This design comes from an exercise in tuning for small area, a short achievable clock period and few clock cycles per item on the open sky130 flow, not from production work.
RTL that was checked went through simulation tests only; none was proved equivalent to the original.

==> run a <==
## hsv2rgb_stream
module hsv2rgb_stream (
    input  wire        clk,
    input  wire        rst,
    input  wire        in_valid,
    output wire        in_ready,
    input  wire [7:0]  hue_i,
    input  wire [7:0]  sat_i,
    input  wire [7:0]  val_i,
    output reg         out_valid,
    output wire [31:0] rgb_o
);
Settings: LEC_CHECK=0, CAP_MARGIN=20, CORE_MARGIN=2, CORE_UTILIZATION=35, SLEW_MARGIN=60, SYNTH_HIERARCHICAL=1; clock period 16.0 ns.
run.sh (not shown) runs the stock make flow with config.mk's settings and CLKGATE_MAP_FILE= SYNTH_SCRIPT=/design/flow/synth_recipe.tcl, a recipe that flattens the netlist after the stock synthesis.
==> inputs of run b, as changes to run a <==
--- a/flow/design.v
+++ b/flow/design.v
@@ -14,12 +14,21 @@
     output wire s,
     output wire co
 );
     assign s  = a ^ b;
     assign co = a & b;
 endmodule
+module hsv2rgb_han (
+    input  wire an,
+    input  wire bn,
+    output wire sn,
+    output wire con
+);
+    assign sn  = ~(an ^ bn);
+    assign con = an | bn;
+endmodule
 module hsv2rgb_maj (
     input  wire a,
     input  wire b,
     input  wire c,
     output wire co
 );
@@ -242,25 +251,25 @@
     wire p36 = ~((s[9] & m1[5]) | (s[10] & m1[4]) | (s[11] & m3[5]));
     wire p37 = ~((s[9] & m1[6]) | (s[10] & m1[5]) | (s[11] & m3[6]));
     wire p38 = ~((s[9] & m1[7]) | (s[10] & m1[6]) | (s[11] & m3[7]));
     wire p39 = ~((s[9] & m1[8]) | (s[10] & m1[7]) | (s[11] & m3[8]));
     wire p40 = ~((s[10] & m1[8]) | (s[11] & m3[9]));
     wire s41, c42;
-    hsv2rgb_fa u_s41 (.a(p7), .b(p15), .c(1'b1), .s(s41), .co(c42));    
+    hsv2rgb_han u_s41 (.an(p7), .bn(p15), .sn(s41), .con(c42));
     wire s43, c44;
     hsv2rgb_fa u_s43 (.a(p8), .b(p16), .c(p24), .s(s43), .co(c44));
     wire s45, c46;
     hsv2rgb_fa u_s45 (.a(p9), .b(p17), .c(p25), .s(s45), .co(c46));
     wire s47, c48;
     hsv2rgb_fa u_s47 (.a(p10), .b(p18), .c(p26), .s(s47), .co(c48));
     wire s49, c50;
-    hsv2rgb_fa u_s49 (.a(p19), .b(p27), .c(1'b1), .s(s49), .co(c50));    
+    hsv2rgb_han u_s49 (.an(p19), .bn(p27), .sn(s49), .con(c50));
     wire s51, c52;
-    hsv2rgb_fa u_s51 (.a(p20), .b(p28), .c(1'b1), .s(s51), .co(c52));    
+    hsv2rgb_han u_s51 (.an(p20), .bn(p28), .sn(s51), .con(c52));
     wire s53, c54;
-    hsv2rgb_fa u_s53 (.a(p5), .b(p13), .c(1'b1), .s(s53), .co(c54));    
+    hsv2rgb_han u_s53 (.an(p5), .bn(p13), .sn(s53), .con(c54));
     wire s55, c56;
     hsv2rgb_fa u_s55 (.a(p6), .b(p14), .c(p22), .s(s55), .co(c56));
     wire s57, c58;
     hsv2rgb_fa u_s57 (.a(s41), .b(p23), .c(p31), .s(s57), .co(c58));
     wire s59, c60;
     hsv2rgb_fa u_s59 (.a(s43), .b(p32), .c(c42), .s(s59), .co(c60));
@@ -272,13 +281,13 @@
     hsv2rgb_fa u_s65 (.a(s49), .b(p35), .c(c48), .s(s65), .co(c66));
     wire s67, c68;
     hsv2rgb_fa u_s67 (.a(s51), .b(p36), .c(c50), .s(s67), .co(c68));
     wire s69, c70;
     hsv2rgb_fa u_s69 (.a(p29), .b(p37), .c(c52), .s(s69), .co(c70));
     wire s71, c72;
-    hsv2rgb_fa u_s71 (.a(p30), .b(p38), .c(1'b1), .s(s71), .co(c72));    
+    hsv2rgb_han u_s71 (.an(p30), .bn(p38), .sn(s71), .con(c72));
     wire [15:0] A73 = {p40, p39, s71, s69, s67, s65, s63, s61, s59, s57, s55, s53, p4, p3, p2, p1};
     wire [15:0] B74 = {1'b1, c72, c70, c68, c66, c64, c62, c60, c58, c56, c54, p21, p12, p11, 1'b1, 1'b1};
     wire [15:0] S75 = ~(A73 + B74 + 1'b1);
     assign o = {S75[15], S75[14], S75[13], S75[12], S75[11], S75[10], S75[9], S75[8]};
 endmodule
 module hsv2rgb_r4desat (
@@ -327,21 +336,21 @@
     wire p36 = ~((d[9] & m1[5]) | (d[10] & m1[4]) | (d[11] & m3[5]));
     wire p37 = ~((d[9] & m1[6]) | (d[10] & m1[5]) | (d[11] & m3[6]));
     wire p38 = ~((d[9] & m1[7]) | (d[10] & m1[6]) | (d[11] & m3[7]));
     wire p39 = ~((d[9] & m1[8]) | (d[10] & m1[7]) | (d[11] & m3[8]));
     wire p40 = ~((d[10] & m1[8]) | (d[11] & m3[9]));
     wire s41, c42;
-    hsv2rgb_fa u_s41 (.a(p9), .b(p17), .c(1'b1), .s(s41), .co(c42));    
+    hsv2rgb_han u_s41 (.an(p9), .bn(p17), .sn(s41), .con(c42));
     wire s43, c44;
     hsv2rgb_fa u_s43 (.a(p10), .b(p18), .c(p26), .s(s43), .co(c44));
     wire s45, c46;
-    hsv2rgb_fa u_s45 (.a(p19), .b(p27), .c(1'b1), .s(s45), .co(c46));    
+    hsv2rgb_han u_s45 (.an(p19), .bn(p27), .sn(s45), .con(c46));
     wire s47, c48;
-    hsv2rgb_fa u_s47 (.a(p20), .b(p28), .c(1'b1), .s(s47), .co(c48));    
+    hsv2rgb_han u_s47 (.an(p20), .bn(p28), .sn(s47), .con(c48));
     wire s49, c50;
-    hsv2rgb_fa u_s49 (.a(p7), .b(p15), .c(1'b1), .s(s49), .co(c50));    
+    hsv2rgb_han u_s49 (.an(p7), .bn(p15), .sn(s49), .con(c50));
     wire s51, c52;
     hsv2rgb_fa u_s51 (.a(p8), .b(p16), .c(p24), .s(s51), .co(c52));
     wire s53, c54;
     hsv2rgb_fa u_s53 (.a(s41), .b(p25), .c(p33), .s(s53), .co(c54));
     wire s55, c56;
     hsv2rgb_fa u_s55 (.a(s43), .b(p34), .c(fln[1]), .s(s55), .co(c56));
@@ -349,15 +358,15 @@
     hsv2rgb_fa u_s57 (.a(s45), .b(p35), .c(fln[2]), .s(s57), .co(c58));
     wire s59, c60;
     hsv2rgb_fa u_s59 (.a(s47), .b(p36), .c(fln[3]), .s(s59), .co(c60));
     wire s61, c62;
     hsv2rgb_fa u_s61 (.a(p29), .b(p37), .c(fln[4]), .s(s61), .co(c62));
     wire s63, c64;
-    hsv2rgb_fa u_s63 (.a(p30), .b(p38), .c(1'b1), .s(s63), .co(c64));    
+    hsv2rgb_han u_s63 (.an(p30), .bn(p38), .sn(s63), .con(c64));
     wire s65, c66;
-    hsv2rgb_fa u_s65 (.a(p5), .b(p13), .c(1'b1), .s(s65), .co(c66));    
+    hsv2rgb_han u_s65 (.an(p5), .bn(p13), .sn(s65), .con(c66));
     wire s67, c68;
     hsv2rgb_fa u_s67 (.a(p6), .b(p14), .c(p22), .s(s67), .co(c68));
     wire s69, c70;
     hsv2rgb_fa u_s69 (.a(s49), .b(p23), .c(p31), .s(s69), .co(c70));
     wire s71, c72;
     hsv2rgb_fa u_s71 (.a(s51), .b(p32), .c(c50), .s(s71), .co(c72));
@@ -373,13 +382,13 @@
     hsv2rgb_fa u_s81 (.a(s61), .b(c48), .c(c60), .s(s81), .co(c82));
     wire s83, c84;
     hsv2rgb_fa u_s83 (.a(s63), .b(fln[5]), .c(c62), .s(s83), .co(c84));
     wire s85, c86;
     hsv2rgb_fa u_s85 (.a(p39), .b(fln[6]), .c(c64), .s(s85), .co(c86));
     wire s87, c88;
-    hsv2rgb_fa u_s87 (.a(p40), .b(fln[7]), .c(1'b1), .s(s87), .co(c88));    
+    hsv2rgb_han u_s87 (.an(p40), .bn(fln[7]), .sn(s87), .con(c88));
     wire [15:0] A89 = {s87, s85, s83, s81, s79, s77, s75, s73, s71, s69, s67, s65, p4, p3, p2, p1};
     wire [15:0] B90 = {c86, c84, c82, c80, c78, c76, c74, c72, c70, c68, c66, p21, p12, p11, 1'b1, 1'b1};
     wire [15:0] S91 = ~(A89 + B90 + 1'b1);
     assign o = {S91[15], S91[14], S91[13], S91[12], S91[11], S91[10], S91[9], S91[8]};
 endmodule
 module hsv2rgb_hue (
==> flow/flow/run.sh (new file) <==
#!/bin/bash
# Layout flow: the standard flow (standard.sh: the standard synthesis,
# floorplan, placement, clock tree, routing and finish, at the design's
# clock and constraints), except that the port buffers that placement adds
# to every input and output are buf_4 cells instead of the default pick
# (a slow delay cell).  The whole output of the flow goes to flow.log.
set -euo pipefail
cd "$(dirname "$0")/.."
bash standard.sh BUFFER_PORTS_ARGS="-buffer_cell sky130_fd_sc_hd__buf_4" finish > flow.log 2>&1
==> flow/standard.sh (new file) <==
#!/bin/bash
# synth_recipe.tcl (not shown) runs the flow's synth.tcl, then flattens the netlist and writes it again
# the make line also repeats each setting of config.mk as NAME=value (left out here)
make -C /OpenROAD-flow-scripts/flow DESIGN_CONFIG=/design/flow/config.mk WORK_HOME=/design/flow/orfs CLKGATE_MAP_FILE= SYNTH_SCRIPT=/design/flow/synth_recipe.tcl "${@:-finish}"
==> flow/config.mk (replaced) <==
export PLATFORM = sky130hd
export DESIGN_NAME = hsv2rgb_stream
export DESIGN_NICKNAME = hsv2rgb_stream
export VERILOG_FILES = /design/flow/design.v
export SDC_FILE = /design/flow/constraint.sdc
export NUM_CORES = 4
export LEC_CHECK = 0
export CAP_MARGIN = 20
export CELL_PAD_IN_SITES_DETAIL_PLACEMENT = 1
export CORE_MARGIN = 2
export CORE_UTILIZATION = 40
export SLEW_MARGIN = 60
export SYNTH_HIERARCHICAL = 1
removed: flow/run.sh
==> impl_metrics.tcl <==
set metrics [dict create \
    status "complete, no violations" \
    cp-end-kind "flop" \
    syn_inst 1734 \
    min_period_ps 4411 \
    wl_met3_um 2185 \
    dr_wl_met2_um 20940 \
    rows 72 \
    rr_endpoint "xb2[4]" \
    rr_startpoint "s11[6]" \
    clkLatencyLatePin_ps 460 \
    cp_max_fo 16 \
]
The numbers above come from run b.

==> impl_metrics.tcl <==
set metrics [dict create \
    min_period_ps 4546 \
    rows 76 \
    wl_met3_um 2589 \
    syn_inst 1625 \
    status "complete, no violations" \
    dr_wl_met2_um 18080 \
    largest_reg_flops 24 \
    cp_max_fo 1 \
    rr_startpoint "s11[7]" \
    cp-end-kind "output pin" \
]
The numbers above come from run a.

Testbench counts of run b, summed over its fixed seeds: cycles 16,032, items 16,000.
Function not checked in run a: the RTL went through the layout flow alone.

## static timing again, ports no longer ideal
No port has a modelled driver above. Below, the same layouts with a new extraction and two added sets of constraints. Step 1: set_driving_cell puts a clkbuf_16 on clk and a buf_2 on each other input, an assumption about the parent block. Step 2 times the ports against the registers' clock, not the clock port: input delays grow and output delays shrink by t, the midpoint of the rising clock arrivals with the driver on. Three values: no drivers, after step 1, after step 2; two values: the first two.
run	shift t [ns]	slack for setup (ns)	worst data-port slew with drivers (ns)
run a	0.524	11.454 / 11.404 / 11.541	0.04
run b	0.506	11.589 / 11.589 / 11.589	0.04
After both steps setup and hold are still met in every run listed.
